This design comes from an exercise in tuning for small area, a short achievable clock period and few clock cycles per item on the open sky130 flow, not from production work. In this exercise RTL edits were held to simulation tests only and were not proved equivalent to the original. Power and IR drop assume default switching activity.

==> inputs of 02-11 <==
==> flow/design.v <==
module lbv1_xu (
    input  wire         clk,
    input  wire         rst,
    input  wire         start,
    input  wire [3:0]   op,
    input  wire [3:0]   a_len,
    input  wire [63:0]  a_val,
    input  wire [3:0]   b_len,
    input  wire [63:0]  b_val,
    output wire         busy,
    output wire         done,
    output wire [3:0]   r_len,
    output wire [63:0]  r_val,
    output wire         ovf,
    output wire         dbz
);
    localparam [3:0] OP_ADD = 4'd0,  OP_SUB = 4'd1,  OP_NEG = 4'd2,  OP_MUL = 4'd3,
                     OP_DIV = 4'd4,  OP_REM = 4'd5,  OP_INC = 4'd6,  OP_DEC = 4'd7,
                     OP_AND = 4'd8,  OP_OR  = 4'd9,  OP_XOR = 4'd10, OP_NOT = 4'd11,
                     OP_SHL = 4'd12, OP_SHR = 4'd13;
    reg         st_exec, st_mul, st_dala, st_div, st_fix;
    reg         done_q;
    reg         c_xr, c_xa;  
    reg         c_y1;        
    reg         c_y2;
    reg         c_yinv;      
    reg         c_cin;       
    reg         f_div;       
    reg         f_aovf;      
    reg         f_shift, f_shr;
    reg         f_logic, f_and, f_or;    
    reg [3:0]   rl_q;        
    reg [65:0]  r_q;
    reg [63:0]  a_q;
    reg [64:0]  b_q;
    reg [6:0]   lza_q, lzb_q;
    reg [5:0]   cnt_q;
    reg         dlast_q;     
    reg         mlast_q;     
    reg [3:0]   out_rl;
    reg [7:0]   out_m8;      
    reg         out_aovf;    
    reg         out_mgt;     
    reg         out_meq;     
    reg         out_dbz;
    integer i;
    reg [63:0] mask_r;
    always @(*) begin
        for (i = 0; i < 8; i = i + 1)
            mask_r[8*i +: 8] = {8{out_m8[i]}};
    end
    wire r_hi  = (|r_q[65:64]) || (|(r_q[63:0] & ~mask_r));
    wire r_bit = r_q[{out_rl, 3'b000}];      
    wire d_dbz = lzb_q[6];
    wire d_q0  = lza_q > lzb_q;
    wire d_go  = !d_dbz && !d_q0;
    assign busy  = (st_mul & !mlast_q) | (st_dala & d_go) | (st_div & !(dlast_q & f_div));
    assign done  = done_q;
    assign r_len = out_rl;
    assign r_val = r_q[63:0] & mask_r;
    assign ovf   = (out_aovf & r_hi) | out_mgt | (out_meq & r_bit);
    assign dbz   = out_dbz;
    wire working = st_exec | st_mul | st_dala | st_div | st_fix;
    wire fin     = working & !busy;              
    wire accept  = start & !busy;
    function [6:0] clz64(input [63:0] x);
        reg [31:0] z2, c2;
        reg [15:0] z4; reg [31:0] c4;
        reg [7:0]  z8; reg [23:0] c8;
        reg [3:0]  z16; reg [15:0] c16;
        reg [1:0]  z32; reg [9:0] c32;
        integer k;
        begin
            for (k = 0; k < 32; k = k + 1) begin
                z2[k] = ~x[2*k+1] & ~x[2*k];
                c2[k] = ~x[2*k+1];
            end
            for (k = 0; k < 16; k = k + 1) begin
                z4[k] = z2[2*k+1] & z2[2*k];
                c4[2*k +: 2] = z2[2*k+1] ? {1'b1, c2[2*k]} : {1'b0, c2[2*k+1]};
            end
            for (k = 0; k < 8; k = k + 1) begin
                z8[k] = z4[2*k+1] & z4[2*k];
                c8[3*k +: 3] = z4[2*k+1] ? {1'b1, c4[4*k +: 2]} : {1'b0, c4[4*k+2 +: 2]};
            end
            for (k = 0; k < 4; k = k + 1) begin
                z16[k] = z8[2*k+1] & z8[2*k];
                c16[4*k +: 4] = z8[2*k+1] ? {1'b1, c8[6*k +: 3]} : {1'b0, c8[6*k+3 +: 3]};
            end
            for (k = 0; k < 2; k = k + 1) begin
                z32[k] = z16[2*k+1] & z16[2*k];
                c32[5*k +: 5] = z16[2*k+1] ? {1'b1, c16[8*k +: 4]} : {1'b0, c16[8*k+4 +: 4]};
            end
            clz64 = (z32[1] & z32[0]) ? 7'd64 :
                    (z32[1] ? {2'b01, c32[0 +: 5]} : {2'b00, c32[5 +: 5]});
        end
    endfunction
    wire [3:0]  in_w     = (a_len > b_len) ? a_len : b_len;
    wire        in_shift = (op == OP_SHL) || (op == OP_SHR);
    wire        in_lop   = (op == OP_NEG) || (op == OP_INC) || (op == OP_DEC) ||
                           (op == OP_NOT) || in_shift;
    wire        in_mul   = (op == OP_MUL);
    wire        in_div   = (op == OP_DIV) || (op == OP_REM);
    wire        in_logic = (op == OP_AND) || (op == OP_OR) || (op == OP_XOR);
    wire        in_swap  = (in_mul && (b_len < a_len)) || in_shift ||
                           (op == OP_NEG) || (op == OP_NOT);
    wire [63:0] in_a     = in_swap ? b_val : a_val;
    wire [63:0] in_b     = in_swap ? a_val : b_val;
    wire [6:0]  in_lza   = clz64(a_val);
    wire [6:0]  in_lzb   = clz64(b_val);
    wire [65:0] cx = (r_q & {66{c_xr}}) | {2'b00, a_q & {64{c_xa}}};
    wire [65:0] cy = (({1'b0, b_q} & {66{c_y1}}) | ({b_q, 1'b0} & {66{c_y2}})) ^ {66{c_yinv}};
    wire [65:0] sum = cx + cy + {65'd0, c_cin};
    wire [63:0] lg = f_and ? (a_q & b_q[63:0]) :
                     f_or  ? (a_q | b_q[63:0]) : (a_q ^ b_q[63:0]);
    wire [5:0]  d_s    = lzb_q[5:0] - lza_q[5:0];
    wire [5:0]  rt_amt = st_dala ? d_s : (f_shr ? (6'd0 - a_q[5:0]) : a_q[5:0]);
    reg  [63:0] rt_out;
    always @(*) begin
        rt_out = b_q[63:0];
        for (i = 0; i < 6; i = i + 1)
            if (rt_amt[i]) rt_out = (rt_out << (1 << i)) | (rt_out >> (64 - (1 << i)));
    end
    reg  [63:0] keep_shl;    
    reg  [63:0] keep_shr;    
    always @(*) begin
        for (i = 0; i < 64; i = i + 1) begin
            keep_shl[i] = (i >= a_q[5:0]);
            keep_shr[i] = ((63 - i) >= a_q[5:0]);
        end
    end
    wire        sh_big = f_shr ? (|a_q[63:6])
                               : ((|a_q[63:7]) || (a_q[6:0] >= {rl_q, 3'b000}));
    wire [63:0] sh_res = rt_out & (f_shr ? keep_shr : keep_shl) & {64{!sh_big}};
    function [2:0] booth(input m1, input m0, input mb);    
        booth = {m0 ^ mb, (m1 & !m0 & !mb) | (!m1 & m0 & mb), m1 & !(m0 & mb)};
    endfunction
    wire [2:0]  bd_in   = booth(in_a[1], in_a[0], 1'b0);       
    wire [2:0]  bd_next = booth(a_q[3], a_q[2], a_q[1]);       
    wire [63:0] a_rest  = a_q >> 2;
    wire [7:0]  m_bits  = 8'd128 - {1'b0, lza_q} - {1'b0, lzb_q};
    wire [7:0]  m_lim   = {1'b0, rl_q, 3'b000} + 8'd1;
    wire        d_neg  = sum[64];                
    wire [63:0] d_quo  = {a_q[62:0], !d_neg};
    always @(posedge clk) begin
        if (st_exec && f_shift)
            r_q <= {2'b00, sh_res};
        else if (st_exec && f_logic)
            r_q <= {2'b00, lg};
        else if (st_dala && f_div && !d_go)
            r_q <= 66'd0;                
        else if (st_div && dlast_q && f_div)
            r_q <= {2'b00, d_quo};
        else
            r_q <= sum;
    end
    always @(posedge clk) begin
        if (accept)
            a_q <= in_a;
        else if (st_dala)
            a_q <= 64'd0;                
        else if (st_div)
            a_q <= d_quo;
        else
            a_q <= a_rest;               
    end
    always @(posedge clk) begin
        if (accept)
            b_q <= {1'b0, in_b};
        else if (st_dala)
            b_q <= {1'b0, rt_out};       
        else if (st_div)
            b_q <= dlast_q ? b_q : (b_q >> 1);
        else
            b_q <= b_q << 2;             
    end
    wire        div_cont = st_div && !dlast_q;
    reg         yinv_other, cin_other;
    always @(*) begin
        yinv_other = c_yinv;
        cin_other  = c_cin;
        if (accept) begin
            yinv_other = in_mul ? bd_in[0] :
                         ((op == OP_SUB) || (op == OP_DEC) || (op == OP_NEG) || (op == OP_NOT));
            cin_other  = in_mul ? bd_in[0] :
                         ((op == OP_SUB) || (op == OP_NEG) || (op == OP_INC));
        end else if (st_mul) begin
            yinv_other = bd_next[0];
            cin_other  = bd_next[0];
        end else if (st_dala) begin
            yinv_other = 1'b1;
            cin_other  = 1'b1;
        end else if (st_div) begin
            yinv_other = 1'b0;
            cin_other  = 1'b0;
        end
    end
    always @(posedge clk) begin
        c_yinv <= div_cont ? !d_neg : yinv_other;
        c_cin  <= div_cont ? !d_neg : cin_other;
    end
    always @(posedge clk) begin
        if (rst) begin
            done_q <= 1'b0;
        end else begin
            done_q <= fin;
            if (fin) begin
                out_rl   <= rl_q;
                for (i = 0; i < 8; i = i + 1)
                    out_m8[i] <= (rl_q > i);
                out_aovf <= f_aovf;
                out_mgt  <= st_mul && (m_bits > m_lim);
                out_meq  <= st_mul && (m_bits == m_lim);
                out_dbz  <= st_dala & d_dbz;
            end
        end
    end
    always @(posedge clk) begin
        if (rst) begin
            st_exec <= 1'b0;
            st_mul  <= 1'b0;
            st_dala <= 1'b0;
            st_div  <= 1'b0;
            st_fix  <= 1'b0;
        end else if (accept) begin
            rl_q    <= in_lop ? a_len : in_w;
            lza_q   <= in_lza;
            lzb_q   <= in_lzb;
            mlast_q <= (in_a[63:1] == 63'd0);
            f_div   <= (op == OP_DIV);
            f_aovf  <= (op == OP_ADD) || (op == OP_INC);
            f_shift <= in_shift;
            f_shr   <= (op == OP_SHR);
            f_logic <= in_logic;
            f_and   <= (op == OP_AND);
            f_or    <= (op == OP_OR);
            c_xr    <= 1'b0;
            c_xa    <= !in_mul && (op != OP_NEG) && (op != OP_NOT);
            c_y1    <= in_mul ? bd_in[2] :
                       ((op == OP_ADD) || (op == OP_SUB) || (op == OP_NEG) || (op == OP_NOT));
            c_y2    <= in_mul && bd_in[1];
            st_exec <= !(in_mul || in_div);
            st_mul  <= in_mul;
            st_dala <= in_div;
            st_div  <= 1'b0;
            st_fix  <= 1'b0;
        end else begin
            if (fin) begin
                st_exec <= 1'b0;
                st_mul  <= 1'b0;
                st_dala <= 1'b0;
                st_div  <= 1'b0;
                st_fix  <= 1'b0;
            end
            if (st_mul) begin
                c_xr    <= 1'b1;
                c_y1    <= bd_next[2];
                c_y2    <= bd_next[1];
                mlast_q <= (a_q[63:3] == 61'd0);
            end
            if (st_dala && d_go) begin
                cnt_q   <= d_s;
                dlast_q <= (d_s == 6'd0);
                c_xr    <= 1'b1;
                c_xa    <= 1'b0;
                c_y1    <= 1'b1;
                st_dala <= 1'b0;
                st_div  <= 1'b1;
            end
            if (st_div) begin
                cnt_q   <= cnt_q - 6'd1;
                dlast_q <= (cnt_q == 6'd1);
                if (dlast_q && !f_div) begin
                    c_y1   <= d_neg;
                    st_div <= 1'b0;
                    st_fix <= 1'b1;
                end
            end
        end
    end
endmodule
==> flow/flow/run.sh <==
#!/bin/bash
set -euo pipefail
export SETUP_SLACK_MARGIN=5.5
bash standard.sh > standard.log 2>&1
==> flow/standard.sh <==
#!/bin/bash
# synth_recipe.tcl (not shown) runs the flow's synth.tcl, then flattens the netlist and writes it again
# the make line also repeats each setting of config.mk as NAME=value (left out here)
make -C /OpenROAD-flow-scripts/flow DESIGN_CONFIG=/design/flow/config.mk WORK_HOME=/design/flow/orfs CLKGATE_MAP_FILE= SYNTH_SCRIPT=/design/flow/synth_recipe.tcl "${@:-finish}"
==> flow/config.mk <==
export PLATFORM = sky130hd
export DESIGN_NAME = lbv1_xu
export DESIGN_NICKNAME = lbv1_xu
export VERILOG_FILES = /design/flow/design.v
export SDC_FILE = /design/flow/constraint.sdc
export NUM_CORES = 4
export LEC_CHECK = 0
export CAP_MARGIN = 20
export CORE_MARGIN = 2
export CORE_UTILIZATION = 50
export SLEW_MARGIN = 20
==> flow/constraint.sdc <==
create_clock -name core_clock -period 10.0 [get_ports {clk}]
set_input_delay 2.0000 -clock core_clock [delete_from_list [all_inputs] [get_ports {clk}]]
set_output_delay 2.0000 -clock core_clock [all_outputs]
set_load 0.01 [all_outputs]
==> inputs of 12-26, as changes to 02-11 <==
==> flow/design.v, changed modules only <==
module lbv1_xu (
    input  wire         clk,
    input  wire         rst,
    input  wire         start,
    input  wire [3:0]   op,
    input  wire [3:0]   a_len,
    input  wire [63:0]  a_val,
    input  wire [3:0]   b_len,
    input  wire [63:0]  b_val,
    output wire         busy,
    output wire         done,
    output wire [3:0]   r_len,
    output wire [63:0]  r_val,
    output wire         ovf,
    output wire         dbz
);
    localparam [3:0] OP_ADD = 4'd0,  OP_SUB = 4'd1,  OP_NEG = 4'd2,  OP_MUL = 4'd3,
                     OP_DIV = 4'd4,  OP_REM = 4'd5,  OP_INC = 4'd6,  OP_DEC = 4'd7,
                     OP_AND = 4'd8,  OP_OR  = 4'd9,  OP_XOR = 4'd10, OP_NOT = 4'd11,
                     OP_SHL = 4'd12, OP_SHR = 4'd13;
    reg         st_exec, st_mul, st_dala, st_div, st_fix;
    reg         done_q;
    reg         c_xr, c_xa;  
    reg         c_xneg;      
    reg         c_yb;        
    reg         c_yinv;      
    reg         c_y2;        
    reg         c_z1, c_z2;  
    reg         c_zinv;
    reg         c_cin;       
    reg         c_cin2;      
    reg         c_carry;     
    reg         c_arith;     
    reg         f_div;       
    reg         f_aovf;      
    reg         f_shift, f_shr;
    reg [3:0]   rl_q;        
    reg [65:0]  r_q;
    reg [63:0]  a_q;
    reg [65:0]  b_q;
    reg [6:0]   lza_q, lzb_q;
    reg [5:0]   cnt_q;
    reg         dlast_q;     
    reg         mlast_q;     
    reg [3:0]   out_rl;
    reg         out_aovf;    
    reg         out_mgt;     
    reg         out_meq;     
    reg         out_dbz;
    integer i;
    reg [63:0] mask_r;
    always @(*) begin
        for (i = 0; i < 8; i = i + 1)
            mask_r[8*i +: 8] = {8{(out_rl > i)}};
    end
    wire r_hi  = (|r_q[65:64]) || (|(r_q[63:0] & ~mask_r));
    wire r_bit = r_q[{out_rl, 3'b000}];      
    wire d_dbz = lzb_q[6];
    wire d_q0  = lza_q > lzb_q;
    wire d_go  = !d_dbz && !d_q0;
    assign busy  = (st_mul & !mlast_q) | (st_dala & d_go) | (st_div & !(dlast_q & f_div));
    assign done  = done_q;
    assign r_len = out_rl;
    assign r_val = r_q[63:0] & mask_r;
    assign ovf   = (out_aovf & r_hi) | out_mgt | (out_meq & r_bit);
    assign dbz   = out_dbz;
    wire working = st_exec | st_mul | st_dala | st_div | st_fix;
    wire fin     = working & !busy;              
    wire accept  = start & !busy;
    function [6:0] clz64(input [63:0] x);
        reg [31:0] z2, c2;
        reg [15:0] z4; reg [31:0] c4;
        reg [7:0]  z8; reg [23:0] c8;
        reg [3:0]  z16; reg [15:0] c16;
        reg [1:0]  z32; reg [9:0] c32;
        integer k;
        begin
            for (k = 0; k < 32; k = k + 1) begin
                z2[k] = ~x[2*k+1] & ~x[2*k];
                c2[k] = ~x[2*k+1];
            end
            for (k = 0; k < 16; k = k + 1) begin
                z4[k] = z2[2*k+1] & z2[2*k];
                c4[2*k +: 2] = z2[2*k+1] ? {1'b1, c2[2*k]} : {1'b0, c2[2*k+1]};
            end
            for (k = 0; k < 8; k = k + 1) begin
                z8[k] = z4[2*k+1] & z4[2*k];
                c8[3*k +: 3] = z4[2*k+1] ? {1'b1, c4[4*k +: 2]} : {1'b0, c4[4*k+2 +: 2]};
            end
            for (k = 0; k < 4; k = k + 1) begin
                z16[k] = z8[2*k+1] & z8[2*k];
                c16[4*k +: 4] = z8[2*k+1] ? {1'b1, c8[6*k +: 3]} : {1'b0, c8[6*k+3 +: 3]};
            end
            for (k = 0; k < 2; k = k + 1) begin
                z32[k] = z16[2*k+1] & z16[2*k];
                c32[5*k +: 5] = z16[2*k+1] ? {1'b1, c16[8*k +: 4]} : {1'b0, c16[8*k+4 +: 4]};
            end
            clz64 = (z32[1] & z32[0]) ? 7'd64 :
                    (z32[1] ? {2'b01, c32[0 +: 5]} : {2'b00, c32[5 +: 5]});
        end
    endfunction
    wire [3:0]  in_w     = (a_len > b_len) ? a_len : b_len;
    wire        in_shift = (op == OP_SHL) || (op == OP_SHR);
    wire        in_lop   = (op == OP_NEG) || (op == OP_INC) || (op == OP_DEC) ||
                           (op == OP_NOT) || in_shift;
    wire        in_mul   = (op == OP_MUL);
    wire        in_div   = (op == OP_DIV) || (op == OP_REM);
    wire        in_swap  = (in_mul && (b_len < a_len)) || in_shift;
    wire [63:0] in_a     = in_swap ? b_val : a_val;
    wire [63:0] in_b     = in_swap ? a_val : b_val;
    wire [6:0]  in_lza   = clz64(a_val);
    wire [6:0]  in_lzb   = clz64(b_val);
    wire [65:0] cx = ((r_q & {66{c_xr}}) | {2'b00, a_q & {64{c_xa}}}) ^ {2'b00, {64{c_xneg}}};
    wire [65:0] cy = ((b_q & {66{c_yb}}) | ({b_q[64:0], 1'b0} & {66{c_y2}})) ^ {66{c_yinv}};
    wire [65:0] cz = (({b_q[63:0], 2'b00} & {66{c_z1}}) | ({b_q[62:0], 3'b000} & {66{c_z2}})) ^
                     {66{c_zinv}};
    wire [65:0] cs_s = cx ^ cy ^ cz;
    wire [65:0] cs_c = (cx & cy) | (cx & cz) | (cy & cz);
    wire [65:0] ad_x = cs_s & {66{!c_carry}};
    wire [65:0] ad_y = c_arith ? {cs_c[64:0], c_cin} : (cs_c & {66{c_carry}});
    wire [65:0] sum  = ad_x + ad_y + {65'd0, c_cin2};
    wire [5:0]  d_s    = lzb_q[5:0] - lza_q[5:0];
    wire [6:0]  sh_r   = f_shr ? (7'd64 - {1'b0, a_q[5:0]}) : {1'b0, a_q[5:0]};
    wire [5:0]  rt_amt = st_dala ? d_s : sh_r[5:0];
    reg  [63:0] rt_out;
    always @(*) begin
        rt_out = b_q[63:0];
        for (i = 0; i < 6; i = i + 1)
            if (rt_amt[i]) rt_out = (rt_out << (1 << i)) | (rt_out >> (64 - (1 << i)));
    end
    reg  [63:0] keep;
    always @(*) begin
        for (i = 0; i < 64; i = i + 1)
            keep[i] = (i >= sh_r) ^ f_shr;
    end
    wire        sh_big = f_shr ? (|a_q[63:6])
                               : ((|a_q[63:7]) || (a_q[6:0] >= {rl_q, 3'b000}));
    wire [63:0] sh_res = rt_out & keep & {64{!sh_big}};
    function [2:0] booth(input m1, input m0, input mb);    
        booth = {m0 ^ mb, (m1 & !m0 & !mb) | (!m1 & m0 & mb), m1 & !(m0 & mb)};
    endfunction
    wire [2:0]  bd0_in   = booth(in_a[1], in_a[0], 1'b0);      
    wire [2:0]  bd1_in   = booth(in_a[3], in_a[2], in_a[1]);
    wire [2:0]  bd0_next = booth(a_q[5], a_q[4], a_q[3]);      
    wire [2:0]  bd1_next = booth(a_q[7], a_q[6], a_q[5]);
    wire [63:0] a_rest   = a_q >> 4;
    wire [7:0]  m_bits   = 8'd128 - {1'b0, lza_q} - {1'b0, lzb_q};
    wire [7:0]  m_lim    = {1'b0, rl_q, 3'b000} + 8'd1;
    wire        d_neg  = sum[64];                
    wire [63:0] d_quo  = {a_q[62:0], !d_neg};
    always @(posedge clk) begin
        if (st_exec && f_shift)
            r_q <= {2'b00, sh_res};
        else if (st_dala && f_div && !d_go)
            r_q <= 66'd0;                
        else if (st_div && dlast_q && f_div)
            r_q <= {2'b00, d_quo};
        else
            r_q <= sum;
    end
    always @(posedge clk) begin
        if (accept)
            a_q <= in_a;
        else if (st_dala)
            a_q <= 64'd0;                
        else if (st_div)
            a_q <= d_quo;
        else
            a_q <= a_rest;               
    end
    always @(posedge clk) begin
        if (accept)
            b_q <= {2'b00, in_b};
        else if (st_dala)
            b_q <= {2'b00, rt_out};      
        else if (st_div)
            b_q <= dlast_q ? b_q : (b_q >> 1);
        else
            b_q <= b_q << 4;             
    end
    wire        div_cont = st_div && !dlast_q;
    reg         yinv_other, cin_other;
    always @(*) begin
        yinv_other = c_yinv;
        cin_other  = c_cin;
        if (accept) begin
            yinv_other = in_mul ? bd0_in[0] : ((op == OP_SUB) || (op == OP_DEC));
            cin_other  = in_mul ? bd0_in[0] : ((op == OP_SUB) || (op == OP_NEG) || (op == OP_INC));
        end else if (st_mul) begin
            yinv_other = bd0_next[0];
            cin_other  = bd0_next[0];
        end else if (st_dala) begin
            yinv_other = 1'b1;
            cin_other  = 1'b1;
        end else if (st_div) begin
            yinv_other = 1'b0;
            cin_other  = 1'b0;
        end
    end
    always @(posedge clk) begin
        c_yinv <= div_cont ? !d_neg : yinv_other;
        c_cin  <= div_cont ? !d_neg : cin_other;
    end
    always @(posedge clk) begin
        if (rst) begin
            done_q <= 1'b0;
        end else begin
            done_q <= fin;
            if (fin) begin
                out_rl   <= rl_q;
                out_aovf <= f_aovf;
                out_mgt  <= st_mul && (m_bits > m_lim);
                out_meq  <= st_mul && (m_bits == m_lim);
                out_dbz  <= st_dala & d_dbz;
            end
        end
    end
    always @(posedge clk) begin
        if (rst) begin
            st_exec <= 1'b0;
            st_mul  <= 1'b0;
            st_dala <= 1'b0;
            st_div  <= 1'b0;
            st_fix  <= 1'b0;
        end else if (accept) begin
            rl_q    <= in_lop ? a_len : in_w;
            lza_q   <= in_lza;
            lzb_q   <= in_lzb;
            mlast_q <= (in_a[63:3] == 61'd0);
            f_div   <= (op == OP_DIV);
            f_aovf  <= (op == OP_ADD) || (op == OP_INC);
            f_shift <= in_shift;
            f_shr   <= (op == OP_SHR);
            c_xr    <= 1'b0;
            c_xa    <= !in_mul;
            c_xneg  <= (op == OP_NEG) || (op == OP_NOT);
            c_yb    <= in_mul ? bd0_in[2] :
                       ((op == OP_ADD) || (op == OP_SUB) || (op == OP_AND) ||
                        (op == OP_OR) || (op == OP_XOR));
            c_y2    <= in_mul && bd0_in[1];
            c_z1    <= in_mul && bd1_in[2];
            c_z2    <= in_mul && bd1_in[1];
            c_zinv  <= in_mul ? bd1_in[0] : (op == OP_OR);
            c_cin2  <= in_mul && bd1_in[0];
            c_carry <= (op == OP_AND) || (op == OP_OR);
            c_arith <= !((op == OP_AND) || (op == OP_OR) || (op == OP_XOR));
            st_exec <= !(in_mul || in_div);
            st_mul  <= in_mul;
            st_dala <= in_div;
            st_div  <= 1'b0;
            st_fix  <= 1'b0;
        end else begin
            if (fin) begin
                st_exec <= 1'b0;
                st_mul  <= 1'b0;
                st_dala <= 1'b0;
                st_div  <= 1'b0;
                st_fix  <= 1'b0;
            end
            if (st_mul) begin
                c_xr    <= 1'b1;
                c_yb    <= bd0_next[2];
                c_y2    <= bd0_next[1];
                c_z1    <= bd1_next[2];
                c_z2    <= bd1_next[1];
                c_zinv  <= bd1_next[0];
                c_cin2  <= bd1_next[0];
                mlast_q <= (a_q[63:7] == 57'd0);
            end
            if (st_dala && d_go) begin
                cnt_q   <= d_s;
                dlast_q <= (d_s == 6'd0);
                c_xr    <= 1'b1;
                c_xa    <= 1'b0;
                c_yb    <= 1'b1;
                st_dala <= 1'b0;
                st_div  <= 1'b1;
            end
            if (st_div) begin
                cnt_q   <= cnt_q - 6'd1;
                dlast_q <= (cnt_q == 6'd1);
                if (dlast_q && !f_div) begin
                    c_yb   <= d_neg;
                    st_div <= 1'b0;
                    st_fix <= 1'b1;
                end
            end
        end
    end
endmodule
==> flow/run.sh (new file) <==
#!/bin/bash
# synth_recipe.tcl (not shown) runs the flow's synth.tcl, then flattens the netlist and writes it again
# the make line also repeats each setting of config.mk as NAME=value (left out here)
make -C /OpenROAD-flow-scripts/flow DESIGN_CONFIG=/design/flow/config.mk WORK_HOME=/design/flow/orfs CLKGATE_MAP_FILE= SYNTH_SCRIPT=/design/flow/synth_recipe.tcl finish
- SETUP_SLACK_MARGIN: not set -> 5
removed: flow/flow/run.sh
removed: flow/standard.sh
==> comparison <==
Worst hold slack: 02-11 is better than 12-26 (15 ps).
Between 02-11 and 12-26, the lower global-route usage is in 12-26 (gap 4.6 points).
Of 12-26 and 02-11, 12-26 has the higher sequential share of layout area (gap 0.42 points).
Between 12-26 and 02-11, the lower clock power is in 12-26 (gap about 10%, measured against 02-11).
Between 12-26 and 02-11, the lower setup slack is in 12-26 (gap 140 ps).
Count of clock-buffer cells in the layout: 12-26 is lower than 02-11 (13).
Of 02-11 and 12-26, 02-11 has the higher sequential cell count (gap 3).
In 12-26 the via count is lower than in 02-11, by about 7%.
Of 12-26 and 02-11, 12-26 has the higher combinational power (gap about 20%, measured against 02-11).
12-26 went through all stages and came out clean. 02-11 completed with no timing, DRC or antenna violations.
Testbench counts of 02-11, summed over its fixed seeds: cycles 9,710, items 2,400.
Testbench counts of 12-26, summed over its fixed seeds: cycles 8,221, items 2,400.

separate check: timing with driven ports:
Ports are ideal in the flow. The routed layouts listed here were re-timed in OpenROAD.
Step 1 assumes that a clkbuf_16 drives the clock port and a buf_2 every other input.
Step 2, shift: input delay + t, output delay - t, t = (earliest + latest rising clock arrival at the registers) / 2. This alone moves slack from input paths to output paths.
Slacks: ideal ports / drivers / drivers and shift; pairs: ideal ports / drivers.
run	shift t [ns]	setup WS [ns]	worst register clock-pin slew, ns	worst data-port slew with drivers (ns)	pins driven straight from the clock port
02-11	0.630	5.210 / 5.183 / 4.890	0.07 / 0.07	0.05	1
12-26	0.682	5.066 / 5.024 / 4.413	0.07 / 0.07	0.06	1
After both steps setup and hold are still met in every run listed. For 12-26, which loses most, drivers alone change the setup slack by -0.042 ns; drivers and shift together by -0.653 ns.
